What follows belongs to an exercise in optimizing a design on an open flow for small area, a short achievable clock period and few clock cycles; a production flow would make more cautious choices. RTL that was checked went through simulation tests only; none was proved equivalent to the original. For run 6, only the layout was checked, not whether the RTL still works. No activity file was given, so power comes from the tool's default toggle rates.

`flow/config.mk`:
```
export PLATFORM = sky130hd
export DESIGN_NAME = codec_core
export DESIGN_NICKNAME = codec_core
export VERILOG_FILES = /design/flow/design.v
export SDC_FILE = /design/flow/constraint.sdc
export NUM_CORES = 4
export LEC_CHECK = 0
export ABC_AREA = 1
export CAP_MARGIN = 20
export CORE_MARGIN = 2
export CORE_UTILIZATION = 40
export CTS_BUF_LIST = sky130_fd_sc_hd__clkbuf_8 sky130_fd_sc_hd__clkbuf_16
export SETUP_SLACK_MARGIN = 2.4
export SLEW_MARGIN = 20
export TNS_END_PERCENT = 5
```
`flow/constraint.sdc`:
```
create_clock -name core_clock -period 5.0 [get_ports {clk}]
set_input_delay 1.0000 -clock core_clock [delete_from_list [all_inputs] [get_ports {clk}]]
set_output_delay 1.0000 -clock core_clock [all_outputs]
set_load 0.01 [all_outputs]
```
`flow/design.v`:
```
module codec_core (
    input             clk,
    input             rst,
    input             cmd_valid,
    output            cmd_ready,
    input      [7:0]  cmd_opc,
    input      [4:0]  cmd_width,
    input      [15:0] cmd_len,
    input      [15:0] cmd_count,
    input             in_valid,
    output            in_ready,
    input      [15:0] in_data,
    output            out_valid,
    input             out_ready,
    output     [15:0] out_data,
    output            done,
    output            err,
    output     [3:0]  err_code,
    output     [15:0] err_info
);
    reg        busy;       
    reg        fin;        
    reg        skip;       
    reg        enc, dec, qd, qu, pk, up;   
    reg [4:0]  w;          
    reg [3:0]  p;          
    reg [3:0]  amt;        
    reg [15:0] in_left;    
    reg [15:0] cnt;        
    reg [15:0] W0;         
    reg        ld;         
    reg        tl;         
    reg        rn;         
    reg        inz, in1;   
    reg        cntz, cnt1; 
    reg        crs, need;  
    reg        mA, mB;     
    reg        err_r;
    reg        c_w;        
    reg        c_r;        
    reg        ov;
    reg [15:0] od;
    wire is_q   = qd | qu;
    wire is_rle = enc | dec;
    wire left   = pk | qu;
    wire work = busy & ~fin;
    wire room = ~ov | out_ready;
    wire [15:0] mask;      
    wire [15:0] gep;       
    genvar j;
    generate
        for (j = 0; j < 16; j = j + 1) begin : g_th
            assign mask[j] = w > j;
            assign gep[j]  = p <= j;
        end
    endgenerate
    wire [4:0]  sum   = {1'b0, p} + w;
    wire [4:0]  sum2  = {1'b0, sum[3:0]} + w;
    wire [15:0] m2    = up ? {16{~inz}} : left ? (mask & {16{~tl}}) : 16'hFFFF;
    wire [15:0] selw  = up ? (gep & {16{ld}}) : {16{enc | (dec & ~ld)}};
    wire [15:0] flip  = {qd, 5'd0, qu, 9'd0};
    wire [15:0] X     = (selw & W0) | (~selw & ((in_data & m2) ^ flip));
    wire [15:0] r1    = amt[0] ? {X[0],     X[15:1]}  : X;
    wire [15:0] r2    = amt[1] ? {r1[1:0],  r1[15:2]} : r1;
    wire [15:0] r4    = amt[2] ? {r2[3:0],  r2[15:4]} : r2;
    wire [15:0] R     = amt[3] ? {r4[7:0],  r4[15:8]} : r4;
    wire [15:0] bp_out = left ? ((gep & R) | (~gep & W0)) : (R & mask);
    wire bad  = |(in_data & ~mask);
    wire same = (in_data[7:0] == W0[7:0]) & ~cntz;
    wire [15:0] in_left_m1 = in_left - 16'd1;
    wire [15:0] cnt_m1     = cnt - 16'd1;
    wire        in_left2   = in_left == 16'd2;
    wire        cnt2       = cnt == 16'd2;
    wire in_rdy = mA | (mB & room);
    wire take   = in_valid & in_rdy;
    wire em_r  = work & ((pk & tl) | (up & ~cntz & ((ld & ~crs) | inz)) | (dec & ~ld & ~cntz) |
                         (enc & (tl | ld)) | (enc & ~tl & ~ld & inz & rn));
    wire em_rv = work & up & ~cntz & (~ld | crs) & ~inz;
    wire em_t  = work & (is_q | (pk & ~tl & (crs | in1)) | (dec & ld & ~cntz));
    wire em_tb = work & enc & ~tl & ~ld & rn;
    wire emit  = (room & (em_r | (em_rv & in_valid))) | (take & (em_t | (em_tb & ~same)));
    wire f_1  = work & ((skip & inz) | (is_q & inz) | (pk & ~tl & inz) | (up & cntz & inz) |
                        (dec & ~ld & cntz & inz) | (enc & ~tl & ~ld & inz & ~rn));
    wire f_v  = work & ((skip & in1) | (up & cntz & in1));
    wire f_t  = work & ((is_q & in1) | (pk & ~tl & in1 & ~need) | (dec & ld & in1 & (cntz | cnt1)));
    wire f_r  = work & ((pk & tl) | (up & ~cntz & cnt1 & inz) | (dec & ~ld & ~cntz & cnt1 & inz) |
                        (enc & ld & ~tl & inz & ~rn));
    wire f_rv = work & up & ~cntz & cnt1 & (~ld | crs) & in1;
    wire finish = f_1 | (in_valid & f_v) | (take & f_t) | (room & (f_r | (f_rv & in_valid)));
    wire ecnt     = enc & (tl | ~ld);
    wire cmd_rdy  = ~busy & (~fin | room);
    wire cmd_fire = cmd_valid & cmd_rdy;
    wire c_bp     = cmd_opc[5];
    wire c_q      = cmd_opc[4];
    wire c_dir    = cmd_opc[1];
    wire wbad     = cmd_width == 5'd0 || cmd_width > 5'd16;
    wire skip_c   = (c_bp & wbad) | (~c_bp & ~c_q & c_dir & cmd_len[0]);
    wire c_enc    = ~skip_c & ~c_bp & ~c_q & ~c_dir;
    wire c_dec    = ~skip_c & ~c_bp & ~c_q &  c_dir;
    wire c_qd     = ~skip_c & c_q & ~c_dir;
    wire c_qu     = ~skip_c & c_q &  c_dir;
    wire c_pk     = ~skip_c & c_bp & ~c_dir;
    wire c_up     = ~skip_c & c_bp &  c_dir;
    wire c_inz    = cmd_len == 16'd0;
    wire c_cntz   = ~c_up | (cmd_count == 16'd0);
    wire c_cnt1   = c_up & (cmd_count == 16'd1);
    wire e_brk   = take & ~same & enc & ~tl & rn;
    wire e_tail  = room & work & enc & ~tl & ~ld & inz & rn;
    wire e_start = take & enc & ~rn;
    wire e_ext   = take & same & enc & rn;
    wire d_load  = take & dec & ~ld;
    wire c_dec1  = (emit & (up | dec)) | e_ext | (take & (qu | pk) & ~err_r) | (take & skip & ~c_w);
    wire step    = (take & pk & ~tl) | (emit & up & ~cntz);
    reg inz_n, in1_n, cntz_n, cnt1_n, crs_n, ld_n, tl_n, rn_n;
    always @* begin
        inz_n  = inz;
        in1_n  = in1;
        cntz_n = cntz;
        cnt1_n = cnt1;
        crs_n  = crs;
        ld_n   = ld;
        tl_n   = tl;
        rn_n   = rn;
        if (cmd_fire) begin
            inz_n  = c_inz;
            in1_n  = cmd_len == 16'd1;
            cntz_n = c_cntz;
            cnt1_n = c_cnt1;
            crs_n  = cmd_width[4];
            ld_n   = 1'b0;
            tl_n   = 1'b0;
            rn_n   = 1'b0;
        end else begin
            if (take) begin
                inz_n = in1;
                in1_n = in_left2;
            end
            if (d_load) begin
                cntz_n = in_data[7:0] == 8'd0;
                cnt1_n = in_data[7:0] == 8'd1;
            end else if (e_start | e_brk) begin
                cntz_n = 1'b0;
                cnt1_n = 1'b0;
            end else if (c_dec1) begin
                cntz_n = cnt1;
                cnt1_n = cnt2;
            end
            if (step)
                crs_n = sum2[4];
            if (pk) begin
                if (tl) begin
                    if (room) tl_n = 1'b0;
                end else if (take & in1 & need)
                    tl_n = 1'b1;
            end
            if (up & ~cntz & ~ld & emit)
                ld_n = ~crs;
            if (dec & take)
                ld_n = ~ld;
            if (enc) begin
                if (e_start)
                    rn_n = 1'b1;
                else if (e_tail)
                    rn_n = 1'b0;
                if (tl) begin
                    if (room) tl_n = 1'b0;
                end else if (ld) begin
                    if (e_brk) tl_n = 1'b1;
                    else if (room) ld_n = 1'b0;
                end else if (e_brk | e_tail)
                    ld_n = 1'b1;
            end
        end
    end
    wire busy_n = cmd_fire | (busy & ~(work & finish));
    wire fin_n  = (work & finish) | (fin & ~room);
    wire enc_n  = cmd_fire ? c_enc : enc;
    wire dec_n  = cmd_fire ? c_dec : dec;
    wire q_n    = cmd_fire ? (c_qd | c_qu) : is_q;
    wire pk_n   = cmd_fire ? c_pk : pk;
    wire up_n   = cmd_fire ? c_up : up;
    wire skip_n = cmd_fire ? skip_c : skip;
    wire act_n  = busy_n & ~fin_n & ~inz_n;
    wire mA_n   = act_n & (skip_n | ((up_n | dec_n) & cntz_n));
    wire mB_n   = act_n & (q_n | (pk_n & ~tl_n) | (up_n & ~cntz_n & (~ld_n | crs_n)) |
                           (dec_n & ~cntz_n & (ld_n | cnt1_n)) | (enc_n & ~tl_n));
    always @(posedge clk) begin
        if (rst) begin
            busy <= 1'b0;
            fin  <= 1'b0;
            ov   <= 1'b0;
            mA   <= 1'b0;
            mB   <= 1'b0;
        end else begin
            busy <= busy_n;
            fin  <= fin_n;
            ov   <= emit | (ov & ~out_ready);
            mA   <= mA_n;
            mB   <= mB_n;
        end
        inz  <= inz_n;
        in1  <= in1_n;
        cntz <= cntz_n;
        cnt1 <= cnt1_n;
        crs  <= crs_n;
        ld   <= ld_n;
        tl   <= tl_n;
        rn   <= rn_n;
        if (emit)
            od <= ecnt ? {8'd0, ~cnt[7:0]} : bp_out;
        if (cmd_fire) begin
            enc   <= c_enc;
            dec   <= c_dec;
            qd    <= c_qd;
            qu    <= c_qu;
            pk    <= c_pk;
            up    <= c_up;
            w     <= c_q ? 5'd10 : c_bp ? cmd_width : 5'd8;
            skip  <= skip_c;
            err_r <= skip_c;
            c_w   <= c_bp & wbad;
            c_r   <= c_bp | c_q;
        end else if (take & (qu | pk) & bad)
            err_r <= 1'b1;
        if (cmd_fire)
            in_left <= cmd_len;
        else if (take)
            in_left <= in_left_m1;
        if (cmd_fire) begin
            p    <= c_q ? 4'd6 : (~c_bp & ~c_dir) ? 4'd8 : 4'd0;
            amt  <= c_q ? (c_dir ? 4'd10 : 4'd6) : (~c_bp & ~c_dir) ? 4'd8 : 4'd0;
            need <= cmd_width[4] & (|cmd_width[3:0]);
        end else if (step) begin
            p    <= sum[3:0];
            amt  <= up ? sum[3:0] : 4'd0 - sum[3:0];
            need <= sum2[4] & (|sum2[3:0]);
        end
        if (cmd_fire)
            cnt <= ({16{c_up}} & cmd_count) | {{11{skip_c}}, {5{skip_c}} & ~(cmd_width & {5{c_bp}})};
        else if (d_load)
            cnt <= {8'd0, in_data[7:0]};
        else if (e_start | e_brk)
            cnt <= 16'h00FE;
        else if (c_dec1)
            cnt <= cnt_m1;
        if (cmd_fire)
            W0 <= 16'd0;
        else if (take & pk & ~tl)
            W0 <= crs ? (R & ~gep) : bp_out;
        else if (e_brk | e_tail)
            W0 <= {W0[7:0], in_data[7:0]};
        else if ((up & ~cntz & emit & (crs | ~ld)) | (is_rle & take))
            W0 <= in_data & {16{~inz}};
    end
    assign cmd_ready = cmd_rdy;
    assign in_ready  = in_rdy;
    assign out_valid = ov;
    assign out_data  = od;
    assign done      = fin & room;
    assign err       = err_r;
    assign err_code  = {~c_w & c_r, 1'b0, c_w, ~c_w};
    assign err_info  = ~cnt;
endmodule
```
`flow/flow/run.sh`:
```
#!/bin/bash
# Standard synthesis, then the standard ORFS layout steps, with buf_2 port
# buffers in place of the platform's default delay-cell buffers.
set -euo pipefail
bash standard.sh synth > synth.log 2>&1
bash standard.sh "BUFFER_PORTS_ARGS=-buffer_cell sky130_fd_sc_hd__buf_2" finish > layout.log 2>&1
```
`flow/standard.sh`:
```
#!/bin/bash
# synth_recipe.tcl (not shown) runs the flow's synth.tcl, then flattens the netlist and writes it again
# the make line also repeats each setting of config.mk as NAME=value (left out here)
make -C /OpenROAD-flow-scripts/flow DESIGN_CONFIG=/design/flow/config.mk WORK_HOME=/design/flow/orfs CLKGATE_MAP_FILE= SYNTH_SCRIPT=/design/flow/synth_recipe.tcl "${@:-finish}"
```
==> results list, run 1 <==
- Register bit count reported by yosys: 100
- Detailed Routing Iterations Pass 1: 6
- The min-delay analysis places its worst path in the category flip-flop to flip-flop.
- Port buffering added 100 buffers.
- For the pin with the worst max-slew slack, the measured transition is slightly above 0.9 ns.
- The number of nets handed over by synthesis was 1359.
* Worst-path fanout max: 5
- Post-detailed-routing wire length: between 30000 and 40000 um
- For this configuration, the core starts out at a cell density of 41.0%.
- At the end of the flow the core is filled with cells to 50.8%.
* Worst path arrival time: between 1.5 and 2 ns
* Max-slew violation count: 0
* Initial DRC count: 788
- CTS tree: built
- In the global route stage, overall resource usage came out at 29.6%.
- Number of buffers created by CTS: 9
* Post-route minimum period: ~2.8 ns
- Clock skew on the completed layout was measured at 0.0156 ns.
* FF-to-FF path depth: 14
* Ys async rst share: 0%
- The run finished with no timing, DRC or antenna violations.
- I/O pin cnt: 107
- In this run the mean area of a mapped cell was 6.51 um^2.
* Placer's final routability congestion estimate: 0.983
* Combinational power share: 40.5%
- Clk root buf: sky130_fd_sc_hd__clkbuf_16
- Switching part of the total power: 42.4%
- Max-Slew Margin vs Limit: 37.4%
- Number of hold violations in the final report: 0
- P per Cell Area: around 320 nW/um^2
- Timing would allow up to 354 MHz.
- Internal power component: between 1.5 and 2 mW
* Primary flip-flop cell chosen by synthesis mapping: sky130_fd_sc_hd__edfxtp_1
* Global-route wire length before repair: 49900 um
- Sequential cells burn 35.0% of the power.
- Count of mapped cells out of synthesis: 1278
- CP required: roughly 4 ns
- The worst path uses 56.6% of the clock period.
- Vias in the first global route: just under 9k
- # rows: 52
* Nature of the critical path startpoint: input pin
* Antenna diode instance count: 0
- Summed over all cells, the static leakage comes to roughly 4.7 nW.
* Netlist cell types: 55
* # nets final: 1481
* Unrepaired setup endpoints after global routing: true
- For the final routed database, the setup TNS stands at 0 ns.
- Peak supply drop: 176 uV
- After detailed routing, the number of vias per cell comes to roughly 5.7.
* Switching power: 1.39 mW
- Hold buffers post-CTS: 0
- Detailed routing inserted a total of 9543 vias.
- Setup violations, final: 0
- Number of sinks handled by clock tree synthesis: 100
- Across the run, the number of max-cap violations was 0.
* Total Die Area: around 22000 um^2
- The clock passes through at most 2 buffers.
* Count of filler cells inserted in the layout: 2167
* Yosys warnings: 1
* Crit Path Class: input pin to primary output
- Detailed placement finished with a half-perimeter wire length of 24400 um.
* Final ANT Viol Nets: 0
- DRC violations left: 0
- Initial antenna violation count: 0
* Crit end category: primary output
* Htree depth: 3
- After floorplanning, the core was sized to cover roughly 20000 um^2.
- Fraction of layout instances using a drive strength above 1: 21.9%
- Seq/Total Area, Yosys: 32.1%
- Hold path cells: 2
- Worst skew pair latency: 0.38 ns
- The die is about 150 um tall.
* Count of flip-flops with a built-in enable after synthesis: 67
- Largest net degree at the start of global routing: 61
- The die is 148 um wide.
- The clock network is responsible for 24.5% of the overall power.
- Layout-stage area growth over the synthesis result: 24.0%
- Post-synthesis instance area: 8320 um^2
- Final routed wire length divided by cell count: ~20 um
* Aggregate global routing overflow: 0
* Clock transition time at the flip-flop clock pins of the worst setup and hold paths: 0.08 ns
## worst paths after layout
| path | start | to | slack (ns) |
|---|---|---|---|
| setup / recovery | out_ready | in_ready | 2.17 |
| hold / removal | skip | skip | 0.53 |
| setup reg to reg | w[0] | mB | 2.22 |
| hold reg to reg | skip | skip | 0.53 |
## state kept, by name, indices dropped and copies added, names as in the netlist, 3 cells and up
signal / count
amt: 3
cnt: 16
W0: 16
in_left: 16
p: 4
od: 16
w: 5
## per-stage QoR
stage	area, um^2	cells	power, mW	hold WS (ns)	setup slack, ns
after CTS	9950	1664	3.16	0.527	2.22
final	10300	1675	3.27	0.525	2.17
after floorplan	8370	1278	1.90	0.460	2.20
after global routing	10300	1675	3.46	0.559	2.06
after global placement	9070	1613	2.27	0.498	1.27
after detailed placement	9070	1613	2.28	0.514	1.26
## area by class of cell
type                    count  area [um^2]  share of cell area, %
clock buffers               9          225                   2.18
clock inverters             7          103                  0.995
inverters                 175          689                   6.68
multi-input cells         961         5320                   51.6
flip-flops and latches    100         2680                   26.0
well taps                 270          338                   3.28
repair buffers            152          957                   9.28
repair inverters            1         6.26                 0.0607
## power groups by stage
| stage | combinational, mW | sequential [mW] | clock, mW |
|---|---|---|---|
| floorplan | 0.801 | 1.10 | 0 |
| global placement | 1.10 | 1.17 | 0 |
| detailed placement | 1.11 | 1.17 | 0 |
| CTS | 1.21 | 1.14 | 0.809 |
| global route | 1.46 | 1.16 | 0.836 |
| finish | 1.33 | 1.15 | 0.801 |
## kinds of logic (layout without fill, tap and decap cells)
| family | count (synthesis) | after routing | synth area share [%] |
|---|---|---|---|
| AO/OA/AOI/OAI | 261 | 261 | 17.6 |
| XOR/XNOR | 30 | 30 | 3.16 |
| adder cells (fa/ha/maj) | 15 | 15 | 2.44 |
| buffers and inverters | 218 | 344 | 10.2 |
| flip-flops | 100 | 100 | 32.1 |
| other | 1 | 1 | 0.0451 |
| AND/OR/NAND/NOR | 653 | 654 | 34.5 |
## cell usage after synthesis, types with 5 or more instances
| cell type | count | share of area [%] |
|---|---|---|
| sky130_fd_sc_hd__a21oi_1 | 77 | 4.6 |
| sky130_fd_sc_hd__a31oi_1 | 16 | 1.2 |
| sky130_fd_sc_hd__buf_1 | 6 | 0.27 |
| sky130_fd_sc_hd__buf_2 | 9 | 0.54 |
| sky130_fd_sc_hd__clkbuf_1 | 25 | 1.1 |
| sky130_fd_sc_hd__clkinv_1 | 5 | 0.23 |
| sky130_fd_sc_hd__dfxtp_1 | 33 | 7.9 |
| sky130_fd_sc_hd__edfxtp_1 | 67 | 24 |
| sky130_fd_sc_hd__ha_1 | 13 | 2.0 |
| sky130_fd_sc_hd__inv_1 | 158 | 7.1 |
| sky130_fd_sc_hd__inv_2 | 12 | 0.54 |
| sky130_fd_sc_hd__nand2_1 | 291 | 13 |
| sky130_fd_sc_hd__nand2_2 | 6 | 0.45 |
| sky130_fd_sc_hd__nand3_1 | 164 | 9.9 |
| sky130_fd_sc_hd__nand4_1 | 22 | 1.7 |
| sky130_fd_sc_hd__nor2_1 | 114 | 5.1 |
| sky130_fd_sc_hd__nor2_2 | 5 | 0.38 |
| sky130_fd_sc_hd__nor3_1 | 20 | 1.2 |
| sky130_fd_sc_hd__nor4_1 | 8 | 0.60 |
| sky130_fd_sc_hd__o211ai_1 | 10 | 0.90 |
| sky130_fd_sc_hd__o21ai_0 | 101 | 6.1 |
| sky130_fd_sc_hd__o21ai_1 | 20 | 1.2 |
| sky130_fd_sc_hd__o221ai_1 | 8 | 0.84 |
| sky130_fd_sc_hd__or2_1 | 5 | 0.38 |
| sky130_fd_sc_hd__or2_2 | 6 | 0.45 |
| sky130_fd_sc_hd__xor2_1 | 26 | 2.7 |
## routing by layer
metal	up-vias	share of wire (%)	GRT usage [%]
met5	-	0	0
met4	0	4.9	12.7
met3	101	7.9	4.17
met2	447	45	47.7
met1	4427	42	39.9
li1	4568	-	-
## worst max-delay path, stage by stage
cell,delay (ns)
sky130_fd_sc_hd__buf_2,0.11
sky130_fd_sc_hd__nor2_4,0.15
sky130_fd_sc_hd__inv_4,0.08
sky130_fd_sc_hd__a21oi_4,0.19
sky130_fd_sc_hd__buf_4,0.14
sky130_fd_sc_hd__inv_1,0.03
sky130_fd_sc_hd__buf_2,0.13
## cells in the final DEF, fill, tap and decap left out, types with 6 or more instances in the layout
| cell | instances |
|---|---|
| sky130_fd_sc_hd__a21oi_1 | 68 |
| sky130_fd_sc_hd__a21oi_2 | 9 |
| sky130_fd_sc_hd__a31oi_1 | 14 |
| sky130_fd_sc_hd__buf_2 | 98 |
| sky130_fd_sc_hd__buf_4 | 46 |
| sky130_fd_sc_hd__clkbuf_16 | 9 |
| sky130_fd_sc_hd__dfxtp_1 | 30 |
| sky130_fd_sc_hd__edfxtp_1 | 67 |
| sky130_fd_sc_hd__ha_1 | 9 |
| sky130_fd_sc_hd__inv_1 | 146 |
| sky130_fd_sc_hd__inv_2 | 16 |
| sky130_fd_sc_hd__nand2_1 | 272 |
| sky130_fd_sc_hd__nand2_2 | 19 |
| sky130_fd_sc_hd__nand2_4 | 6 |
| sky130_fd_sc_hd__nand3_1 | 144 |
| sky130_fd_sc_hd__nand3_2 | 17 |
| sky130_fd_sc_hd__nand4_1 | 22 |
| sky130_fd_sc_hd__nor2_1 | 100 |
| sky130_fd_sc_hd__nor2_2 | 8 |
| sky130_fd_sc_hd__nor2_4 | 12 |
| sky130_fd_sc_hd__nor3_1 | 17 |
| sky130_fd_sc_hd__nor4_1 | 8 |
| sky130_fd_sc_hd__o211ai_1 | 10 |
| sky130_fd_sc_hd__o21ai_0 | 93 |
| sky130_fd_sc_hd__o21ai_1 | 22 |
| sky130_fd_sc_hd__o21ai_2 | 6 |
| sky130_fd_sc_hd__o221ai_1 | 8 |
| sky130_fd_sc_hd__or2_1 | 6 |
| sky130_fd_sc_hd__or2_2 | 6 |
| sky130_fd_sc_hd__xor2_1 | 24 |
## timing repair
item | CTS | global route
pin swaps | 15 | 21
setup buffers | 32 | 11
gates resized for setup | 71 | 76
hold endpoints to repair | 0 | 0
setup endpoints to repair | 109 | 73
gates cloned | 3 | 0
Testbench counts, summed over its fixed seeds: cycles 53,953.
==> inputs of run 2 (changes only) <==
--- a/flow/config.mk
+++ b/flow/config.mk
@@ -9,7 +9,8 @@
 export CAP_MARGIN = 20
 export CORE_MARGIN = 2
 export CORE_UTILIZATION = 40
-export CTS_BUF_LIST = sky130_fd_sc_hd__clkbuf_8 sky130_fd_sc_hd__clkbuf_16
+export CTS_BUF_LIST = sky130_fd_sc_hd__clkbuf_8
+export CTS_CLUSTER_DIAMETER = 25
 export SETUP_SLACK_MARGIN = 2.4
 export SLEW_MARGIN = 20
 export TNS_END_PERCENT = 5
==> run 2 against run 1 <==
Still clean. Cell count is 0.18% lower. Global-route usage is 0.40 points lower. Clock skew hardly changed. Critical endpoint is now mB. Largest cell class unchanged.
==> results list, run 2 <==
* Total routing resource utilization after global routing: 29.2% (-0.40 points)
* Share of the synthesized area in the top cell type: 24.2% (unchanged)
- The number of port buffers is 100 (unchanged).
* Cell type with the highest occurrence count on the critical path: sky130_fd_sc_hd__nand2_1
- The wire length of the first global-routing pass was 49300 um (-1.2%).
* Largest family of logic cells by synthesized area: simple AND/OR/NAND/NOR gates
- The proportion of synthesized flip-flops having asynchronous set or reset was 0% (unchanged).
- Unrepaired setup endpoints after global routing: true
- Setup slack, reg-to-reg: 2.20 ns (-0.02 ns)
- Source of the worst register-to-register timing path: w[0]
* Post-Route Utilization: 49.9% (-0.93 points)
* Aggregate global routing overflow: 0 (unchanged)
* End point of the worst hold path: fin
- The clock-pin slew of the registers on the worst-case setup and hold paths is 0.12 ns (+0.04 ns).
* Placed cell count: 1613 (unchanged)
- The gate count of the mapped netlist came to 1278 (unchanged).
- Startpoint of the lowest-slack hold path: fin
- Post-Syn Nets: 1359 (unchanged)
- Most frequently used cell type in the post-synthesis netlist: sky130_fd_sc_hd__nand2_1
- CTS tree: built
- The number of hold buffers added after CTS was 0 (unchanged).
- Sorting the synthesized cells by area gives the leading types as sky130_fd_sc_hd__edfxtp_1 24%, sky130_fd_sc_hd__nand2_1 13%, sky130_fd_sc_hd__nand3_1 9.9%.
* Width of the die: 148 um (unchanged)
* Primary flip-flop cell chosen by synthesis mapping: sky130_fd_sc_hd__edfxtp_1
* Compound-Gate Fraction of Synth Area: 17.6% (unchanged)
- The post-layout instance count excluding filler cells is 1672 (-0.18%).
* Global routing usage on met1: 39.6% (-0.31 points)
- Synth cell count leaders: 291 x sky130_fd_sc_hd__nand2_1, 164 x sky130_fd_sc_hd__nand3_1, 158 x sky130_fd_sc_hd__inv_1
- For this design, the slowest cell found on the critical path is sky130_fd_sc_hd__edfxtp_1.
- Most frequent cells in the layout: 275 x sky130_fd_sc_hd__nand2_1, 150 x sky130_fd_sc_hd__inv_1, 144 x sky130_fd_sc_hd__nand3_1
- The areal power density over the cells was 304 nW/um^2 (-4.2%).
* Antenna diode instance count: 0 (unchanged)
* Setup violations, final: 0 (unchanged)
* Met3 layer usage reported by global route: 3.83% (-0.34 points)
* Chip Height: 148 um (unchanged)
* Seq/Total Area, Yosys: 32.1% (unchanged)
* Sequential cell area: 2680 um^2 (unchanged)
* CP required: 5.37 ns (+1.37 ns)
- The number of enable-type register cells in the synthesized netlist came to 67 (unchanged).
* Layout-stage area growth over the synthesis result: 21.7%
- The fraction of the cycle the final worst path needs was 56.0% (-0.60 points).
- The number of levels in the clock H-tree was 3 (unchanged).
- The highest fanout seen on the critical path came to 2 (-3).
* Commonest non-fill, non-tap cell in the layout: sky130_fd_sc_hd__nand2_1
* Peak supply drop: 130 uV (-26%)
* Largest net degree at the start of global routing: 61 (unchanged)
- The fmax was 357 MHz (+1.1%).
- The area of the multi-input gates came to 5300 um^2 (-0.40%).
* Post-synthesis cell type with the largest combined area: sky130_fd_sc_hd__edfxtp_1
- Initial DRC count: 877 (+11%)
- The post-layout net count came to 1478 (-0.20%).
* Met2 track demand over resource in global routing: 47.4% (-0.25 points)
* Fraction of layout instances using a drive strength above 1: 21.0% (-0.88 points)
- The root buffer cell chosen for the clock tree is sky130_fd_sc_hd__clkbuf_8.
- The core box area was 20300 um^2 (unchanged).
* Post-detailed-routing wire length: 32600 um (-1.6%)
* Crit Path Class: flip-flop to flip-flop
- The flow ran to the end and the layout has no timing, DRC or antenna violations.
* Worst skew pair latency: 0.42 ns (+0.04 ns)
* Max Buffers Root-to-Sink: 2 (unchanged)
- The worst setup skew after layout came to 0.0158 ns (+0.000251 ns).
- The worst relative slew slack is 42.9% (+5.4 points).
* Share of synthesized cell area in and, or, nand and nor gates: 34.5% (unchanged)
- The endpoint identified for the worst register-to-register timing path is mB.
- The total negative slack for setup checks was 0 ns (unchanged).
- Detailed-placement wirelength estimate: 24400 um (unchanged)
- The floorplan row count was 52 (unchanged).
- The initial standard-cell utilization of the core is 41.0% (unchanged).
* Post-synthesis average cell area: 6.51 um^2 (unchanged)
- Total Die Area: 22000 um^2 (unchanged)
- The TritonCTS sink count is 100 (unchanged).
- The final critical-path required period is 2.80 ns (-0.0298 ns).
- The max-capacitance violation count is 0 (unchanged).
* Xor/xnor cell area share of the yosys netlist: 3.16% (unchanged)
- The total clock buffers created by CTS was 9 (unchanged).
- The worst setup path is captured at a flip-flop.
* Final ANT Viol Nets: 0 (unchanged)
- The total DRC errors in the routed layout is 0 (unchanged).
* Hold path cells: 2 (unchanged)
* Critical Path, Cell by Cell: ha_4 > fa_2 > fa_2 > nand2_2 > nand2_1 > a21oi_2 > xor2_2 > a21oi_1 > nand3b_1 > nand3_2 > nand2_1 > nand4_1 > nand2_1 > inv_1
* Count of filler cells inserted in the layout: 2184 (+0.78%)
* Final routed wire length divided by cell count: 19.5 um (-1.4%)
* I/O pin cnt: 107 (unchanged)
- Portion of netlist area occupied by mux cells: 0% (unchanged)
- The number of global-route vias before repair is 8761 (-0.96%).
- Post-synthesis instance area: 8320 um^2 (unchanged)
- Vias per std cell: 5.67 (-0.44%)
- The worst setup path is launched from a flip-flop.
- Leak: 4.64 nW (-0.96%)
* Routed vias: 9484 (-0.62%)
* Detailed Routing Iterations Pass 1: 5 (-1)
- The fraction of the mapped netlist area in adder cells is 2.44% (unchanged).
- The count of distinct cell types in the synthesized netlist was 55 (unchanged).
- The number of antenna violations at the first check in global routing came to 0 (unchanged).
- Peak per-stage delay on the critical path: 0.50 ns (+0.31 ns)
* Number of hold violations in the final report: 0 (unchanged)
- FF-to-FF path depth: 14 (unchanged)
- The total of flip-flops plus latches after synthesis is 100 (unchanged).
* Max-slew violation count: 0 (unchanged)
* Yosys warnings: 1 (unchanged)
- After global routing, the most crowded layer is met2.
- The slew at the pin closest to its max-slew limit came to 0.852 ns (-0.0812 ns).
* Class of the worst hold path: flip-flop to flip-flop
- Placer's final routability congestion estimate: 0.983 (unchanged)
* Worst path arrival time: 3.17 ns (+1.34 ns)
run 2: cell counts after synthesis:
No cell type changed its count.
run 2: worst max path at each step:
stage / from / to / slack, ns / depth (start not counted)
global placement: in_data[5] / W0[0] / 1.27 / 18
detailed placement: in_data[5] / W0[0] / 1.26 / 18
finish: w[0] / mB / 2.20 / 14
floorplan: in_data[1] / W0[6] / 2.20 / 21
global route: w[0] / mB / 2.05 / 14
CTS: w[0] / mB / 2.21 / 16
run 2: timing repair:
action,4_1_cts,5_1_grt
endpoints found under the setup margin,91,73
gates cloned,1,0
gates resized for setup,64,66
pin swaps,11,22
buffers inserted,28,14
run 2: stage by stage:
step | total power [mW] | hold WS, ns | instance area, um^2 | setup WS (ns)
2_1_floorplan | 1.90 | 0.460 | 8370 | 2.20
3_3_place_gp | 2.27 | 0.498 | 9070 | 1.27
3_5_place_dp | 2.28 | 0.514 | 9070 | 1.26
4_1_cts | 2.97 | 0.533 | 9780 | 2.21
5_1_grt | 3.26 | 0.565 | 10100 | 2.05
6_report | 3.08 | 0.533 | 10100 | 2.20
run 2: kinds of logic (layout without fill, tap and decap cells):
| logic type | Yosys count | count (layout) |
|---|---|---|
| and+or+nand+nor | 653 | 654 |
| adders and majority gates | 15 | 15 |
| AOI/OAI and AO/OA | 261 | 261 |
| DFF | 100 | 100 |
| other | 1 | 1 |
| xor gates and xnor gates | 30 | 30 |
| buffers and inverters | 218 | 341 |
run 2: routing by layer:
layer  part of all wire (%)  wire length, um
met1                     43            14000
met2                     46            15000
met3                    6.9             2260
met4                    4.1             1350
met5                      0                0
run 2: layout make-up:
| class | count | area share (%) |
|---|---|---|
| Clock inverter | 7 | 1.01 |
| Tap cell | 270 | 3.34 |
| Sequential cell | 100 | 26.5 |
| Timing Repair Buffer | 150 | 8.95 |
| Inverter | 175 | 6.72 |
| Multi-Input combinational cell | 961 | 52.3 |
| Clock buffer | 9 | 1.22 |
run 2: critical path: cells and delay by family (launching register included):
kind / cells / cell delay, ns
AO/OA/AOI/OAI: 2 / 0.23
XOR/XNOR: 1 / 0.23
adder cells (fa/ha/maj): 3 / 1.06
buffers and inverters: 1 / 0.05
flip-flops: 1 / 0.50
AND/OR/NAND/NOR: 7 / 0.69
run 2: where the power goes:
group | internal (mW) | switching (mW) | leakage (nW) | total, mW
Combinational | 0.454 | 0.859 | 3.61 | 1.31
Clock | 0.250 | 0.370 | 0.113 | 0.620
Sequential | 1.02 | 0.127 | 0.913 | 1.15
==> inputs of run 3 (changes only) <==
--- a/flow/config.mk
+++ b/flow/config.mk
@@ -9,8 +9,6 @@
 export CAP_MARGIN = 20
 export CORE_MARGIN = 2
 export CORE_UTILIZATION = 40
-export CTS_BUF_LIST = sky130_fd_sc_hd__clkbuf_8
-export CTS_CLUSTER_DIAMETER = 25
 export SETUP_SLACK_MARGIN = 2.4
 export SLEW_MARGIN = 20
-export TNS_END_PERCENT = 5
+export TNS_END_PERCENT = 15
==> run 3 against run 2 <==
Largest cell class unchanged. Still clean on timing, DRC and antenna. Cell count rose by 1.0%. Non-clock buffer count rose by 16. Total power rose by 9.4%. Utilization grew 2.9 points. Die area did not move. Area after synthesis unchanged. Via count is 2.4% higher.
==> results list, run 3 <==
* Run status: no timing/DRC/antenna violations
* Count of mapped cells out of synthesis: 1278 (unchanged)
- Class of the worst hold path: flip-flop to flip-flop
- Post-Syn Nets: 1359 (unchanged)
- Post-Layout Inst Area: 10700 um^2 (+5.8%)
- Register bit count reported by yosys: 100 (unchanged)
* Commonest non-fill, non-tap cell in the layout: sky130_fd_sc_hd__nand2_1
- Chip Height: 148 um (unchanged)
- Synth cell count leaders: 291 x sky130_fd_sc_hd__nand2_1, 164 x sky130_fd_sc_hd__nand3_1, 158 x sky130_fd_sc_hd__inv_1
* Crit end category: flip-flop
- Share of power burned in the clock network: 23.8% (+3.7 points)
* Number of hold violations in the final report: 0 (unchanged)
- Max-Slew Margin vs Limit: 39.1% (-3.8 points)
- Setup slack, reg-to-reg: 2.27 ns (+0.06 ns)
- The ratio of routed vias to standard cells was 5.75 (+1.4%).
* Clk root buf: sky130_fd_sc_hd__clkbuf_16
- Placer's final routability congestion estimate: 0.983 (unchanged)
- Max-slew violation count: 0 (unchanged)
- The most used flip-flop cell after synthesis is sky130_fd_sc_hd__edfxtp_1.
- The number of antenna violations at the first check in global routing was 0 (unchanged).
- Count of filler cells inserted in the layout: 2116 (-3.1%)
- The placed instance area came to 9070 um^2 (unchanged).
* Routed vias: 9715 (+2.4%)
- The highest ir drop seen on vdd is 178 uV (+36%).
- Worst path arrival time: 3.06 ns (-0.11 ns)
* Hold path cells: 2 (unchanged)
- The worst register-to-register path begins at w[0].
- Antenna diode instance count: 0 (unchanged)
- CTS tree: built
- The post-detailed-placement half-perimeter wirelength came to 24400 um (unchanged).
- Non-filler cells in the finished layout: 1689 (+1.0%)
* Core region area: 20300 um^2 (unchanged)
* # rows: 52 (unchanged)
- The sequential share of power came to 34.1% (-3.1 points).
* I/O pin cnt: 107 (unchanged)
- The horizontal extent of the die is 148 um (unchanged).
- CP required: 5.33 ns (-0.04 ns)
- Worst-margin pin slew: 0.908 ns (+0.0563 ns)
- The count of distinct cell types in the synthesized netlist is 55 (unchanged).
- The top-area cell type share of the netlist area came to 24.2% (unchanged).
- The share of cells above drive strength 1 is 25.7% (+4.8 points).
- Layout-stage area growth over the synthesis result: 28.8%
- Endpoint of the lowest-slack register-to-register path: mB
* Worst skew pair latency: 0.38 ns (-0.04 ns)
- Nature of the critical path startpoint: flip-flop
- The final critical-path required period came to 2.73 ns (-0.0649 ns).
- The all-layer global routing usage is 30.0% (+0.82 points).
- Final clock period utilization by the worst path: 54.7% (-1.3 points)
- End point of the worst hold path: skip
* Global-route wire length before repair: 50500 um (+2.4%)
- Switching part of the total power: 42.5% (-1.5 points)
- The net switching component of the power came to 1.43 mW (+5.6%).
* Most frequently used cell type in the post-synthesis netlist: sky130_fd_sc_hd__nand2_1
- Post-detailed-routing wire length: 33600 um (+2.9%)
- Number of buffers inserted by port buffering: 100 (unchanged)
- The global-route congestion overflow total was 0 (unchanged).
- Count of flip-flops with a built-in enable after synthesis: 67 (unchanged)
- The number of levels in the clock H-tree was 3 (unchanged).
- Final Hold Slack: 0.529 ns (-0.00439 ns)
- The highest fanout seen on the critical path was 2 (unchanged).
* Clock transition time at the flip-flop clock pins of the worst setup and hold paths: 0.09 ns (-0.03 ns)
* # nets final: 1495 (+1.2%)
- Fin worst setup slack: 2.27 ns (+0.0649 ns)
* Post-synthesis average cell area: 6.51 um^2 (unchanged)
- sky130_fd_sc_hd__edfxtp_1 takes more of the synthesized area than any other cell.
- FF-to-FF path depth: 16 (+2)
* Largest net degree at the start of global routing: 40 (-34%)
- The worst setup skew after layout came to 0.0146 ns (-0.00120 ns).
- The area occupied by registers came to 2680 um^2 (+0.19%).
- The total DRC errors in the routed layout was 0 (unchanged).
* Initial standard-cell utilization of the core: 41.0% (unchanged)
* Ys async rst share: 0% (unchanged)
* Initial DRC count: 911 (+3.9%)
- Number of buffers created by CTS: 9 (unchanged)
* Sum Neg Setup Slack: 0 ns (unchanged)
- The critical path is of the flip-flop to flip-flop type.
- Total Die Area: 22000 um^2 (unchanged)
* Leak: 4.84 nW (+4.4%)
* Combinational power share: 42.1% (-0.5 points)
- The register area share after synthesis came to 32.1% (unchanged).
* Area of the multi-input gates: 5500 um^2 (+3.8%)
* Max Buffers Root-to-Sink: 2 (unchanged)
* Startpoint of the lowest-slack hold path: skip
* Most frequent cells in the layout: 264 x sky130_fd_sc_hd__nand2_1, 138 x sky130_fd_sc_hd__inv_1, 129 x sky130_fd_sc_hd__nand3_1
- P per Cell Area: 314 nW/um^2 (+3.4%)
* Internal power component: 1.94 mW (+12%)
- Post-place setup slack: 1.26 ns (unchanged)
* Number of max-cap violations: 0 (unchanged)
- The placed cell count is 1613 (unchanged).
- Setup violations, final: 0 (unchanged)
- The TritonCTS sink count is 100 (unchanged).
- The post-synthesis instance area is 8320 um^2 (unchanged).
- Detailed Routing Iterations Pass 1: 6 (+1)
- Unrepaired setup endpoints after global routing: true
- Final routed wire length divided by cell count: 19.9 um (+1.9%)
* Vias in the first global route: 8842 (+0.92%)
* Max frequency: 366 MHz (+2.4%)
* Top cells by area, synth: sky130_fd_sc_hd__edfxtp_1 24%, sky130_fd_sc_hd__nand2_1 13%, sky130_fd_sc_hd__nand3_1 9.9%
- Yosys warnings: 1 (unchanged)
* Final ANT Viol Nets: 0 (unchanged)
[run 3: cell counts after synthesis]
No cell type changed its count.
[run 3: stage by stage]
step / util, % / power (mW)
after detailed placement: 44.7 / 2.28
after floorplan: - / 1.90
after CTS: 49.9 / 3.19
after global routing: 52.8 / 3.55
final: 52.8 / 3.37
after global placement: 44.7 / 2.27
[run 3: how the worst max path moves through the flow]
stage | start | slack, ns | to
2_1_floorplan | in_data[1] | 2.20 | W0[6]
3_3_place_gp | in_data[5] | 1.27 | W0[0]
3_5_place_dp | in_data[5] | 1.26 | W0[0]
4_1_cts | w[4] | 2.22 | od[2]
5_1_grt | w[0] | 2.11 | mB
6_report | w[0] | 2.27 | mB
[run 3: cells by family after synthesis]
kind of cell / count (synthesis) / synth area share [%]
simple gates: 653 / 34.5
buf+inv: 218 / 10.2
flops: 100 / 32.1
fa+ha+maj: 15 / 2.44
other cells: 1 / 0.0451
compound gates: 261 / 17.6
xor+xnor: 30 / 3.16
[run 3: layer usage]
metal | part of all wire [%] | global-route usage [%] | vias up
li1 | - | - | 4603
met1 | 43 | 40.4 | 4557
met2 | 46 | 48.8 | 464
met3 | 7.5 | 4.45 | 91
met4 | 4.0 | 11.7 | 0
met5 | 0 | 0 | -
[run 3: final cells by class]
| type | count | area share, % |
|---|---|---|
| Clock buffer | 9 | 2.10 |
| Clock inverter | 7 | 0.957 |
| Multi-Input combinational cell | 961 | 51.3 |
| Timing Repair inverter | 1 | 0.0817 |
| Inverter | 175 | 6.57 |
| Timing Repair Buffer | 166 | 10.8 |
| Tap cell | 270 | 3.15 |
| Sequential cell | 100 | 25.0 |
[run 3: power by group through the flow]
stage	Combinational, mW	Clock (mW)	Sequential (mW)
2_1_floorplan	0.801	0	1.10
3_3_place_gp	1.10	0	1.17
3_5_place_dp	1.11	0	1.17
4_1_cts	1.25	0.809	1.14
5_1_grt	1.55	0.836	1.16
6_report	1.42	0.802	1.15
[run 3: worst max-delay path, cell delays in order (launching register included)]
cell                       delay (ns)
sky130_fd_sc_hd__edfxtp_1        0.46
sky130_fd_sc_hd__ha_2            0.22
sky130_fd_sc_hd__fa_2            0.35
sky130_fd_sc_hd__xnor2_2         0.19
sky130_fd_sc_hd__inv_2           0.07
sky130_fd_sc_hd__ha_4            0.24
sky130_fd_sc_hd__nand2_2         0.05
sky130_fd_sc_hd__nand2_2         0.06
sky130_fd_sc_hd__a21oi_4         0.16
sky130_fd_sc_hd__xor2_2          0.20
sky130_fd_sc_hd__a21oi_1         0.05
sky130_fd_sc_hd__nand3b_1        0.24
sky130_fd_sc_hd__nand3_2         0.12
sky130_fd_sc_hd__nand2_1         0.06
sky130_fd_sc_hd__nand4_1         0.09
sky130_fd_sc_hd__nand2_1         0.06
sky130_fd_sc_hd__inv_1           0.05
[run 3: timing repair]
action,in CTS,in global routing
setup endpoints to repair,109,71
pin swaps,17,20
hold buffers,0,0
resized for setup,87,129
buffers inserted,39,17
cloned,4,0
endpoints found under the hold margin,0,0
==> inputs of run 4 (changes only) <==
--- a/flow/config.mk
+++ b/flow/config.mk
@@ -11,4 +11,4 @@
 export CORE_UTILIZATION = 40
 export SETUP_SLACK_MARGIN = 2.4
 export SLEW_MARGIN = 20
-export TNS_END_PERCENT = 15
+export TNS_END_PERCENT = 1
==> run 4 against run 3 <==
Still clean on timing, DRC and antenna. Non-clock buffer count is 18 lower. Via count shrank 2.5%. Sequential share of layout area up 1.4 points. Hold slack got worse by 0.0049 ns. Sequential power barely moved. First-iteration DRC count down 8.9%. Cell count fell by 1.1%. Clock-buffer cell count is the same. Critical endpoint is now W0[12]. Highest routed layer unchanged.
==> results list, run 4 <==
* CTS tree: built
* Routed vias: 9470 (-2.5%)
- The total negative slack for setup checks came to 0 ns (unchanged).
- Register bit count reported by yosys: 100 (unchanged)
- Walking the worst path, the cells encountered are buf_2 > inv_1 > nand2_1 > o21ai_0 > nor2_1 > nand3_2 > nand2_1 > nand2_1 > nand2_4 > nand2_8 > nand2_4 > or2_1 > nand2_4 > inv_8 > a21oi_1 > nand2_1 > inv_1 > a21oi_1.
- The initial standard-cell utilization of the core was 41.0% (unchanged).
* Ys async rst share: 0% (unchanged)
* Placer's final routability congestion estimate: 0.974 (-0.91%)
* Post-synthesis cell type with the largest combined area: sky130_fd_sc_hd__edfxtp_1
* Most frequently used cell type in the post-synthesis netlist: sky130_fd_sc_hd__nand2_1
- The post-synthesis instance area came to 8320 um^2 (unchanged).
- Count of mapped cells out of synthesis: 1278 (unchanged)
* Post-synthesis average cell area: 6.51 um^2 (unchanged)
- Final routed wire length divided by cell count: 19.5 um (-1.9%)
- The core box area came to 20300 um^2 (unchanged).
- The number of antenna violations at the first check in global routing is 0 (unchanged).
- The length in cells of the worst reg-to-reg path came to 15 (-1).
- The post-layout net count is 1476 (-1.3%).
- The ratio of routed vias to standard cells was 5.67 (-1.4%).
* Max-Slew Margin vs Limit: 52.5% (+13 points)
- Leaving out fill and tap cells, the most frequent cell in the layout is sky130_fd_sc_hd__nand2_1.
* Clock transition time at the flip-flop clock pins of the worst setup and hold paths: 0.09 ns (about the same)
- Vias in the first global route: 8735 (-1.2%)
* Setup slack, reg-to-reg: 2.24 ns (-0.03 ns)
* Global-route wire length before repair: 48600 um (-3.7%)
- The worst setup path is captured at a flip-flop.
- The top-area cell type share of the netlist area is 24.2% (unchanged).
- Total Die Area: 22000 um^2 (unchanged)
- By area the synthesized netlist is led by sky130_fd_sc_hd__edfxtp_1 24%, sky130_fd_sc_hd__nand2_1 13%, sky130_fd_sc_hd__nand3_1 9.9%.
- Aggregate global routing overflow: 0 (unchanged)
- The violation count after the first detailed-route iteration came to 830 (-8.9%).
- The leakage component of the power came to 4.64 nW (-4.2%).
* Peak supply drop: 203 uV (+14%)
- Worst-margin pin slew: 0.712 ns (-0.196 ns)
- Crit path max-delay cell type: sky130_fd_sc_hd__or2_1
- In this run the critical register-to-register path is launched from p[3].
- Largest net degree at the start of global routing: 61 (+53%)
- Combinational power share: 40.2% (-1.9 points)
- Share of synthesized cell area in and, or, nand and nor gates: 34.5% (unchanged)
* Layout-stage area growth over the synthesis result: 22.0%
* Detailed-placement wirelength estimate: 24400 um (+0.16%)
- Final clock period utilization by the worst path: 56.6% (+1.9 points)
- The highest fanout seen on the critical path came to 16 (+14).
- The final hold violation count came to 0 (unchanged).
- Endpoint of the lowest-slack register-to-register path: od[4]
- Nature of the critical path startpoint: input pin
- Crit Path Class: input pin to flip-flop
- The register area share after synthesis came to 32.1% (unchanged).
- Counting stages on the worst path, the most repeated cell is sky130_fd_sc_hd__nand2_1.
- The total clock buffers created by CTS was 9 (unchanged).
- The top cell types in the final layout, fill and taps aside, are 275 x sky130_fd_sc_hd__nand2_1, 152 x sky130_fd_sc_hd__nand3_1, 148 x sky130_fd_sc_hd__inv_1.
* Startpoint of the lowest-slack hold path: skip
- Clock tree synthesis selected as its root buffer the cell sky130_fd_sc_hd__clkbuf_16.
- Class of the worst hold path: flip-flop to flip-flop
- Primary flip-flop cell chosen by synthesis mapping: sky130_fd_sc_hd__edfxtp_1
- The synthesized-area fraction occupied by ao, oa, aoi and oai cells was 17.6% (unchanged).
* Post-place setup slack: 1.22 ns (-0.0365 ns)
- The total DRC errors in the routed layout is 0 (unchanged).
* # rows: 52 (unchanged)
* Portion of netlist area occupied by mux cells: 0% (unchanged)
- Fraction of layout instances using a drive strength above 1: 20.1% (-5.7 points)
* Max-slew violation count: 0 (unchanged)
- The worst hold path terminates at skip.
- The required time reported for the critical path endpoint came to 5.25 ns (-0.08 ns).
* Switching power: 1.35 mW (-5.5%)
- Max Buffers Root-to-Sink: 2 (unchanged)
- Post-Syn Nets: 1359 (unchanged)
* Synth cell count leaders: 291 x sky130_fd_sc_hd__nand2_1, 164 x sky130_fd_sc_hd__nand3_1, 158 x sky130_fd_sc_hd__inv_1
- The Yosys warning count was 1 (unchanged).
- Antenna diode instance count: 0 (unchanged)
* Fin worst setup slack: 2.17 ns (-0.0947 ns)
- Largest family of logic cells by synthesized area: simple AND/OR/NAND/NOR gates
* Total routing resource utilization after global routing: 28.8% (-1.2 points)
* I/O pin cnt: 107 (unchanged)
- Detailed Routing Iterations Pass 1: 7 (+1)
- Final Skew: 0.0126 ns (-0.00205 ns)
- The number of enable-type register cells in the synthesized netlist came to 67 (unchanged).
- Netlist cell types: 55 (unchanged)
- Number of sinks handled by clock tree synthesis: 100 (unchanged)
- Chip Height: 148 um (unchanged)
- Number of max-cap violations: 0 (unchanged)
- Register share of total power: 36.3% (+2.2 points)
- The remaining antenna violation count after routing was 0 (unchanged).
- Post-route minimum period: 2.83 ns (+0.0947 ns)
* Setup violations, final: 0 (unchanged)
- Width of the die: 148 um (unchanged)
- Unrepaired setup endpoints after global routing: true
* Htree depth: 3 (unchanged)
* Run status: no timing/DRC/antenna violations
- The fmax came to 354 MHz (-3.3%).
* Peak per-stage delay on the critical path: 0.27 ns (-0.19 ns)
- The fraction of power spent switching nets is 42.7% (+0.18 points).
- The fraction of the mapped netlist area in adder cells was 2.44% (unchanged).
- Post-detailed-routing wire length: 32500 um (-3.0%)
- The areal power density over the cells came to 312 nW/um^2 (-0.65%).
- Worst skew pair latency: 0.37 ns (about the same)
- The clock power share came to 23.4% (-0.4 points).
- The internal power component was 1.82 mW (-6.2%).
* Hold path cells: 2 (unchanged)
- The number of port buffers came to 100 (unchanged).
* Xor/xnor cell area share of the yosys netlist: 3.16% (unchanged)
- The number of fill cells in the layout came to 2120 (+0.19%).
- Worst path arrival time: 3.08 ns (+0.02 ns)
## run 4: cell counts after synthesis
Identical to the previous run, type by type.
## run 4: worst max-delay path by stage
stage	from	to	slack [ns]	cells after the start
global route	w[2]	mB	2.08	16
floorplan	in_data[1]	W0[6]	2.20	21
global placement	in_data[5]	W0[0]	1.26	18
detailed placement	in_data[5]	W0[0]	1.22	18
CTS	in_data[5]	mB	2.16	20
finish	in_data[5]	W0[12]	2.17	18
## run 4: logic make-up after synthesis
logic type / count (synthesis)
other: 1
AND/OR/NAND/NOR: 653
XOR/XNOR: 30
flip-flops: 100
AO/OA/AOI/OAI: 261
adder cells (fa/ha/maj): 15
buffers and inverters: 218
## run 4: worst max-delay path, delay by kind of cell
kind,cells,cell delay [ns]
compound gates,3,0.37
buf+inv,4,0.47
simple gates,11,1.22
## run 4: through the flow
step	instance area [um^2]	power (mW)	utilization, %	hold slack, ns	instances
4_1_cts	9660	3.07	47.6	0.529	1645
2_1_floorplan	8370	1.90	-	0.460	1278
3_5_place_dp	9060	2.28	44.6	0.518	1612
5_1_grt	10100	3.36	50.0	0.560	1670
6_report	10100	3.17	50.0	0.524	1670
3_3_place_gp	9060	2.27	44.6	0.500	1612
## run 4: cell type report
class	count	area (um^2)	area share [%]
sequential	100	2680	26.4
tap	270	338	3.33
inverter	175	692	6.82
multi-input combinational	961	5240	51.6
clock buffer	9	225	2.22
clock inverter	7	73.8	0.727
timing repair buffer	148	902	8.89
## run 4: timing repair
| item | 4_1_cts | 5_1_grt |
|---|---|---|
| gates cloned | 0 | 1 |
| gates resized for setup | 40 | 80 |
| buffers inserted | 17 | 24 |
| setup endpoints to repair | 109 | 87 |
| pin swaps | 5 | 21 |
| hold buffers | 0 | 0 |
## run 4: layer usage
metal | vias to the layer above | track usage [%] | share of wire [%]
met4 | 0 | 13.2 | 4.6
met3 | 94 | 4.08 | 7.3
met5 | - | 0 | 0
met2 | 424 | 46.2 | 46
li1 | 4561 | - | -
met1 | 4391 | 38.6 | 42
## run 4: power groups by stage
stage          sequential [mW]  clock, mW  combinational (mW)
6_report                  1.15      0.742                1.28
5_1_grt                   1.17      0.785                1.41
4_1_cts                   1.14      0.754                1.17
3_5_place_dp              1.17          0                1.11
3_3_place_gp              1.17          0                1.10
2_1_floorplan             1.10          0               0.800
==> inputs of run 5 (changes only) <==
--- a/flow/config.mk
+++ b/flow/config.mk
@@ -11,4 +11,4 @@
 export CORE_UTILIZATION = 40
 export SETUP_SLACK_MARGIN = 2.4
 export SLEW_MARGIN = 20
-export TNS_END_PERCENT = 1
+export TNS_END_PERCENT = 5
==> run 5 against run 4 <==
Largest cell class unchanged. Total power increased by 3.3%. Global-route usage grew 0.81 points. Design area is 1.7% higher. Critical path type is now input pin to primary output. Largest power group unchanged. Sequential cell count unchanged. Die area is the same. Still clean on timing, DRC and antenna.
==> results list, run 5 <==
- The post-synthesis instance area came to 8320 um^2 (unchanged).
- Post-place setup slack: 1.26 ns (+0.0365 ns)
- Nature of the critical path startpoint: input pin
* Core region area: 20300 um^2 (unchanged)
* Register bit count reported by yosys: 100 (unchanged)
* Run status: no timing/DRC/antenna violations
- Post-Syn Nets: 1359 (unchanged)
* Number of buffers created by CTS: 9 (unchanged)
- # rows: 52 (unchanged)
- TritonCTS built the clock tree.
- The max-capacitance violation count is 0 (unchanged).
- The placed instance area was 9070 um^2 (about the same).
- Most frequently used cell type in the post-synthesis netlist: sky130_fd_sc_hd__nand2_1
* Count of mapped cells out of synthesis: 1278 (unchanged)
- Aggregate global routing overflow: 0 (unchanged)
- The worst hold path cell count is 2 (unchanged).
* Worst skew pair latency: 0.38 ns (about the same)
- Ys async rst share: 0% (unchanged)
- The final total power is 3.27 mW (+3.3%).
* Seq/Total Area, Yosys: 32.1% (unchanged)
- Critical Path, Cell by Cell: buf_2 > nor2_4 > inv_4 > a21oi_4 > buf_4 > inv_1 > buf_2
- Final ANT Viol Nets: 0 (unchanged)
- The leakage component of the power came to 4.68 nW (+0.92%).
* Total routing resource utilization after global routing: 29.6% (+0.81 points)
- The count of final setup violators is 0 (unchanged).
- The areal power density over the cells is 317 nW/um^2 (+1.6%).
- The average wire length per cell after detail routing came to 19.8 um (+1.5%).
- Netlist cell types: 55 (unchanged)
- The Yosys warning count is 1 (unchanged).
- Setup repair after global routing could not meet its margin everywhere.
- The TritonCTS sink count was 100 (unchanged).
* Chip Height: 148 um (unchanged)
* Post-route minimum period: 2.83 ns (-0.0000700 ns)
- The arrival time of data at the critical path endpoint came to 1.83 ns (-1.25 ns).
* Cell type with the highest occurrence count on the critical path: sky130_fd_sc_hd__buf_2
* Antenna diode instance count: 0 (unchanged)
- The number of levels in the clock H-tree came to 3 (unchanged).
- I/O pin cnt: 107 (unchanged)
* Routed vias: 9543 (+0.77%)
* Post-Layout Inst Area: 10300 um^2 (+1.7%)
- The final wirelength was 33100 um (+1.8%).
* Crit end category: primary output
- FF-to-FF path depth: 14 (-1)
* Layout-stage area growth over the synthesis result: 24.0%
- Source of the worst register-to-register timing path: w[0]
- The number of antenna violations at the first check in global routing is 0 (unchanged).
* Width of the die: 148 um (unchanged)
- End point of the worst hold path: skip
- Initial DRC count: 788 (-5.1%)
- The tree is rooted in a sky130_fd_sc_hd__clkbuf_16.
- The post-detailed-placement half-perimeter wirelength was 24400 um (-0.16%).
- Post-synthesis average cell area: 6.51 um^2 (unchanged)
* Post-Route Utilization: 50.8% (+0.83 points)
* CP required: 4.00 ns (-1.25 ns)
- The number of enable-type register cells in the synthesized netlist came to 67 (unchanged).
- The share of cells above drive strength 1 was 21.9% (+1.8 points).
- Final Skew: 0.0156 ns (+0.00300 ns)
* Fin worst setup slack: 2.17 ns (+0.0000700 ns)
- DRC violations left: 0 (unchanged)
- The total negative slack for setup checks is 0 ns (unchanged).
- Number of hold violations in the final report: 0 (unchanged)
* Count of filler cells inserted in the layout: 2167 (+2.2%)
* Initial standard-cell utilization of the core: 41.0% (unchanged)
* Primary flip-flop cell chosen by synthesis mapping: sky130_fd_sc_hd__edfxtp_1
* Class of the worst hold path: flip-flop to flip-flop
- In this run the critical register-to-register path is captured at mB.
- Final clock period utilization by the worst path: 56.6% (about the same)
- Number of buffers inserted by port buffering: 100 (unchanged)
* # nets final: 1481 (+0.34%)
- Max-slew violation count: 0 (unchanged)
- Total Die Area: 22000 um^2 (unchanged)
- Placer's final routability congestion estimate: 0.983 (+0.91%)
- The wire length of the first global-routing pass came to 49900 um (+2.6%).
- The maximum clock insertion buffer count was 2 (unchanged).
- Synth cell count leaders: 291 x sky130_fd_sc_hd__nand2_1, 164 x sky130_fd_sc_hd__nand3_1, 158 x sky130_fd_sc_hd__inv_1
- The number of global-route vias before repair was 8846 (+1.3%).
* Max frequency: 354 MHz (about the same)
- Peak supply drop: 176 uV (-13%)
- Post-synthesis cell type with the largest combined area: sky130_fd_sc_hd__edfxtp_1
- Most frequent cells in the layout: 272 x sky130_fd_sc_hd__nand2_1, 146 x sky130_fd_sc_hd__inv_1, 144 x sky130_fd_sc_hd__nand3_1
* Largest net degree at the start of global routing: 61 (unchanged)
- Vias per std cell: 5.70 (+0.47%)
- The detailed-routing iteration count for the pre-antenna-repair pass is 6 (-1).
- Worst-margin pin slew: 0.933 ns (+0.221 ns)
- The largest individual stage delay along the critical path comes from the cell sky130_fd_sc_hd__a21oi_4.
- Startpoint of the lowest-slack hold path: skip
* Worst-path fanout max: 5 (-11)
- The highest cell delay on the worst timing path came to 0.19 ns (-0.08 ns).
- Ranked by total cell area, the synthesized netlist is headed by sky130_fd_sc_hd__edfxtp_1 24%, sky130_fd_sc_hd__nand2_1 13%, sky130_fd_sc_hd__nand3_1 9.9%.
- Clock transition time at the flip-flop clock pins of the worst setup and hold paths: 0.08 ns (about the same)
* Crit Path Class: input pin to primary output
- Commonest non-fill, non-tap cell in the layout: sky130_fd_sc_hd__nand2_1
* Share of the synthesized area in the top cell type: 24.2% (unchanged)
* Setup slack, reg-to-reg: 2.22 ns (-0.02 ns)
* Max-Slew Margin vs Limit: 37.4% (-15 points)
* Hold buffers post-CTS: 0 (unchanged)
-- run 5: cell counts after synthesis --
Identical to the previous run, type by type.
-- run 5: report_power, final --
group	total (mW)	switching, mW	internal, mW
clock network	0.801	0.393	0.408
logic	1.33	0.867	0.459
registers	1.15	0.127	1.02
-- run 5: area by class of cell --
cell class | count | area, um^2 | share of cell area, %
clock buffer | 9 | 225 | 2.18
clock inverter | 7 | 103 | 0.995
sequential | 100 | 2680 | 26.0
inverter | 175 | 689 | 6.68
tap | 270 | 338 | 3.28
timing repair buffer | 152 | 957 | 9.28
timing repair inverter | 1 | 6.26 | 0.0607
multi-input combinational | 961 | 5320 | 51.6
-- run 5: how the worst max path moves through the flow --
stage	from	to	cells past startpoint
after floorplan	in_data[1]	W0[6]	21
after global placement	in_data[5]	W0[0]	18
after detailed placement	in_data[5]	W0[0]	18
after CTS	w[2]	od[7]	16
after global routing	w[0]	mB	14
final	out_ready	in_ready	7
-- run 5: logic make-up (layout without fill, tap and decap cells) --
| family | Yosys count | in the layout | synth area share [%] |
|---|---|---|---|
| compound gates | 261 | 261 | 17.6 |
| flops | 100 | 100 | 32.1 |
| fa+ha+maj | 15 | 15 | 2.44 |
| xor+xnor | 30 | 30 | 3.16 |
| buf+inv | 218 | 344 | 10.2 |
| other cells | 1 | 1 | 0.0451 |
| simple gates | 653 | 654 | 34.5 |
-- run 5: metal layers --
| metal | global-route usage [%] | up-vias | wire, um |
|---|---|---|---|
| li1 | - | 4568 | - |
| met5 | 0 | - | 0 |
| met4 | 12.7 | 0 | 1620 |
| met2 | 47.7 | 447 | 14900 |
| met3 | 4.17 | 101 | 2600 |
| met1 | 39.9 | 4427 | 14000 |
-- run 5: through the flow --
step	instances	hold WS, ns
floorplan	1278	0.460
global placement	1613	0.498
detailed placement	1613	0.514
CTS	1664	0.527
global route	1675	0.559
finish	1675	0.525
-- run 5: repair_timing --
item,CTS,global route
buffers inserted,32,11
setup endpoints to repair,109,73
gates resized for setup,71,76
cloned,3,0
pin swaps,15,21
-- run 5: critical path, delay by kind of cell --
family | cells | cell delay (ns)
buffers and inverters | 5 | 0.49
AOI/OAI and AO/OA | 1 | 0.19
and+or+nand+nor | 1 | 0.15
==> inputs of run 6 (changes only) <==
--- a/flow/design.v
+++ b/flow/design.v
@@ -47,16 +47,20 @@
     wire room = ~ov | out_ready;
     wire [15:0] mask;      
     wire [15:0] gep;       
+    wire [15:0] lts;       
     genvar j;
     generate
         for (j = 0; j < 16; j = j + 1) begin : g_th
             assign mask[j] = w > j;
             assign gep[j]  = p <= j;
+            assign lts[j]  = sum[3:0] > j;
         end
     endgenerate
     wire [4:0]  sum   = {1'b0, p} + w;
     wire [4:0]  sum2  = {1'b0, sum[3:0]} + w;
-    wire [15:0] m2    = up ? {16{~inz}} : left ? (mask & {16{~tl}}) : 16'hFFFF;
+    wire [15:0] m2    = up ? {16{~inz}} : {16{~tl}};
+    wire [15:0] k_in  = crs ? gep : (gep & lts);
+    wire [15:0] k_out = crs ? (lts & ~gep) : 16'd0;
     wire [15:0] selw  = up ? (gep & {16{ld}}) : {16{enc | (dec & ~ld)}};
     wire [15:0] flip  = {qd, 5'd0, qu, 9'd0};
     wire [15:0] X     = (selw & W0) | (~selw & ((in_data & m2) ^ flip));
@@ -64,7 +68,7 @@
     wire [15:0] r2    = amt[1] ? {r1[1:0],  r1[15:2]} : r1;
     wire [15:0] r4    = amt[2] ? {r2[3:0],  r2[15:4]} : r2;
     wire [15:0] R     = amt[3] ? {r4[7:0],  r4[15:8]} : r4;
-    wire [15:0] bp_out = left ? ((gep & R) | (~gep & W0)) : (R & mask);
+    wire [15:0] bp_out = left ? ((k_in & R) | (~gep & W0)) : (R & mask);
     wire bad  = |(in_data & ~mask);
     wire same = (in_data[7:0] == W0[7:0]) & ~cntz;
     wire [15:0] in_left_m1 = in_left - 16'd1;
@@ -126,7 +130,7 @@
             in1_n  = cmd_len == 16'd1;
             cntz_n = c_cntz;
             cnt1_n = c_cnt1;
-            crs_n  = cmd_width[4];
+            crs_n  = cmd_width[4] | ~c_bp;    
             ld_n   = 1'b0;
             tl_n   = 1'b0;
             rn_n   = 1'b0;
@@ -246,11 +250,11 @@
         if (cmd_fire)
             W0 <= 16'd0;
         else if (take & pk & ~tl)
-            W0 <= crs ? (R & ~gep) : bp_out;
-        else if (e_brk | e_tail)
-            W0 <= {W0[7:0], in_data[7:0]};
-        else if ((up & ~cntz & emit & (crs | ~ld)) | (is_rle & take))
-            W0 <= in_data & {16{~inz}};
+            W0 <= crs ? (R & k_out) : bp_out;
+        else if (e_tail | (up & ~cntz & emit & (crs | ~ld)) | (is_rle & take)) begin
+            W0[7:0]  <= in_data[7:0] & {8{~inz}};
+            W0[15:8] <= (e_brk | e_tail) ? W0[7:0] : (in_data[15:8] & {8{~inz}});
+        end
     end
     assign cmd_ready = cmd_rdy;
     assign in_ready  = in_rdy;
==> run 6 against run 5 <==
Still clean on timing, DRC and antenna. Critical path depth grew 8. Synthesized cell count shrank 1.6%. Clock skew shrank 0.0015 ns. Design area grew 2.1%. Via count grew 3.4%. Combinational power grew 9%. Maximum frequency shrank 0.82%. Cell count grew 0.54%. Non-clock buffer count grew 26. Die area is the same. Area after synthesis is the same.
==> results list, run 6 <==
- The worst setup path is of the flip-flop to flip-flop kind.
* Post-detailed-routing wire length: 35100 um (+6.0%)
- Netlist cell types: 57 (+3.6%)
* Peak supply drop: 169 uV (-4.0%)
- The worst hold path cell count was 2 (unchanged).
- The detailed-routing iteration count for the pre-antenna-repair pass came to 7 (+1).
- Max Buffers Root-to-Sink: 2 (unchanged)
* Run status: no timing/DRC/antenna violations
- Max-slew violation count: 0 (unchanged)
- The arrival time of data at the critical path endpoint was 3.03 ns (+1.20 ns).
* Top cells by area, synth: sky130_fd_sc_hd__edfxtp_1 24%, sky130_fd_sc_hd__nand2_1 13%, sky130_fd_sc_hd__nand3_1 10%
- Register bit count reported by yosys: 100 (unchanged)
- Initial standard-cell utilization of the core: 41.0% (unchanged)
- Sum Neg Setup Slack: 0 ns (unchanged)
- Routed vias: 9869 (+3.4%)
- Placer's final routability congestion estimate: 0.999 (+1.7%)
- Post-route minimum period: 2.85 ns (+0.0233 ns)
- Number of hold violations in the final report: 0 (unchanged)
* Setup violations, final: 0 (unchanged)
* Aggregate global routing overflow: 0 (unchanged)
- The post-synthesis average cell area was 6.62 um^2 (+1.7%).
- Seq/Total Area, Yosys: 32.1% (unchanged)
* Share of power burned in the clock network: 23.1% (-1.4 points)
* Count of flip-flops with a built-in enable after synthesis: 67 (unchanged)
- The share of cells above drive strength 1 came to 23.6% (+1.8 points).
- Yosys warnings: 1 (unchanged)
- Switching part of the total power: 44.1% (+1.8 points)
- Count of mapped cells out of synthesis: 1257 (-1.6%)
* Worst-margin pin slew: 0.868 ns (-0.0645 ns)
- Antenna diode instance count: 0 (unchanged)
* Width of the die: 148 um (unchanged)
* Global-route wire length before repair: 52800 um (+5.9%)
* Detailed-placement wirelength estimate: 25700 um (+5.3%)
- The number of hold buffers added after CTS was 0 (unchanged).
-- run 6: changes by cell type after synthesis, sizes merged, moves of 6 or more --
| cell | change |
|---|---|
| o211ai | +15 |
| a31oi | -10 |
| clkbuf | -6 |
| nand3 | +11 |
| nor2 | -11 |
| or2 | -8 |
| nand2 | -14 |
| xor2 | -10 |
-- run 6: area by class of cell --
class	count	area, um^2	area share [%]
multi-input combinational	943	5340	50.7
timing repair buffer	178	1160	11.0
sequential	100	2680	25.4
inverter	176	697	6.62
clock buffer	9	225	2.14
timing repair inverter	1	5.00	0.0475
tap	270	338	3.21
clock inverter	7	91.3	0.867
-- run 6: power by group through the flow --
stage	Sequential [mW]	Combinational (mW)	Clock, mW
global placement	1.16	1.17	0
finish	1.14	1.45	0.780
floorplan	1.10	0.824	0
CTS	1.14	1.31	0.780
detailed placement	1.16	1.17	0
global route	1.16	1.57	0.815
-- run 6: metrics by stage --
step           hold WS, ns  worst slack (ns)  util [%]  power, mW  area (um^2)
6_report             0.534              2.15      51.9       3.38        10500
3_3_place_gp         0.524              1.25      44.9       2.33         9110
3_5_place_dp         0.522              1.22      44.9       2.33         9110
5_1_grt              0.592              2.03      51.9       3.54        10500
4_1_cts              0.533              2.15      49.9       3.22        10100
2_1_floorplan        0.460              2.30         -       1.92         8380
-- run 6: logic make-up (layout without fill, tap and decap cells) --
kind of cell / after synthesis / in the layout / share of synthesized area (%)
AO/OA/AOI/OAI: 269 / 269 / 19.3
adder cells (fa/ha/maj): 16 / 16 / 2.50
buffers and inverters: 216 / 371 / 10.2
flip-flops: 100 / 100 / 32.1
other: 1 / 1 / 0.0451
AND/OR/NAND/NOR: 631 / 633 / 33.3
XOR/XNOR: 24 / 24 / 2.53
-- run 6: critical path, delay by kind of cell (launching register included) --
kind                   cells  cell delay (ns)
AO/OA/AOI/OAI              6             1.00
AND/OR/NAND/NOR            7             0.88
flip-flops                 1             0.40
buffers and inverters      2             0.37
-- run 6: per-layer routing --
metal	global-route usage (%)	part of all wire (%)	vias up
met5	0	0	-
met4	18.4	6.3	0
met3	4.75	8.0	134
met2	48.8	44	555
met1	42.0	42	4573
li1	-	-	4607
-- run 6: repair_timing --
action,in CTS,in global routing
resized for setup,79,58
setup endpoints to repair,122,83
pin swaps,22,26
gates cloned,3,0
hold endpoints to repair,0,0
setup buffers,47,20
-- run 6: final timing paths --
kind | startpoint | endpoint | slack [ns]
max | p[1] | od[0] | 2.15
min | skip | skip | 0.53
max reg2reg | p[1] | od[0] | 2.15
min reg2reg | skip | skip | 0.53

Re-timed with assumed drivers on the ports (clkbuf_16 on the clock, buf_2 on other inputs), run 6 has 2.149 ns of setup slack against 2.149 ns with ideal ports, and 1.810 ns once port delays also move by the mid clock arrival of 0.414 ns.
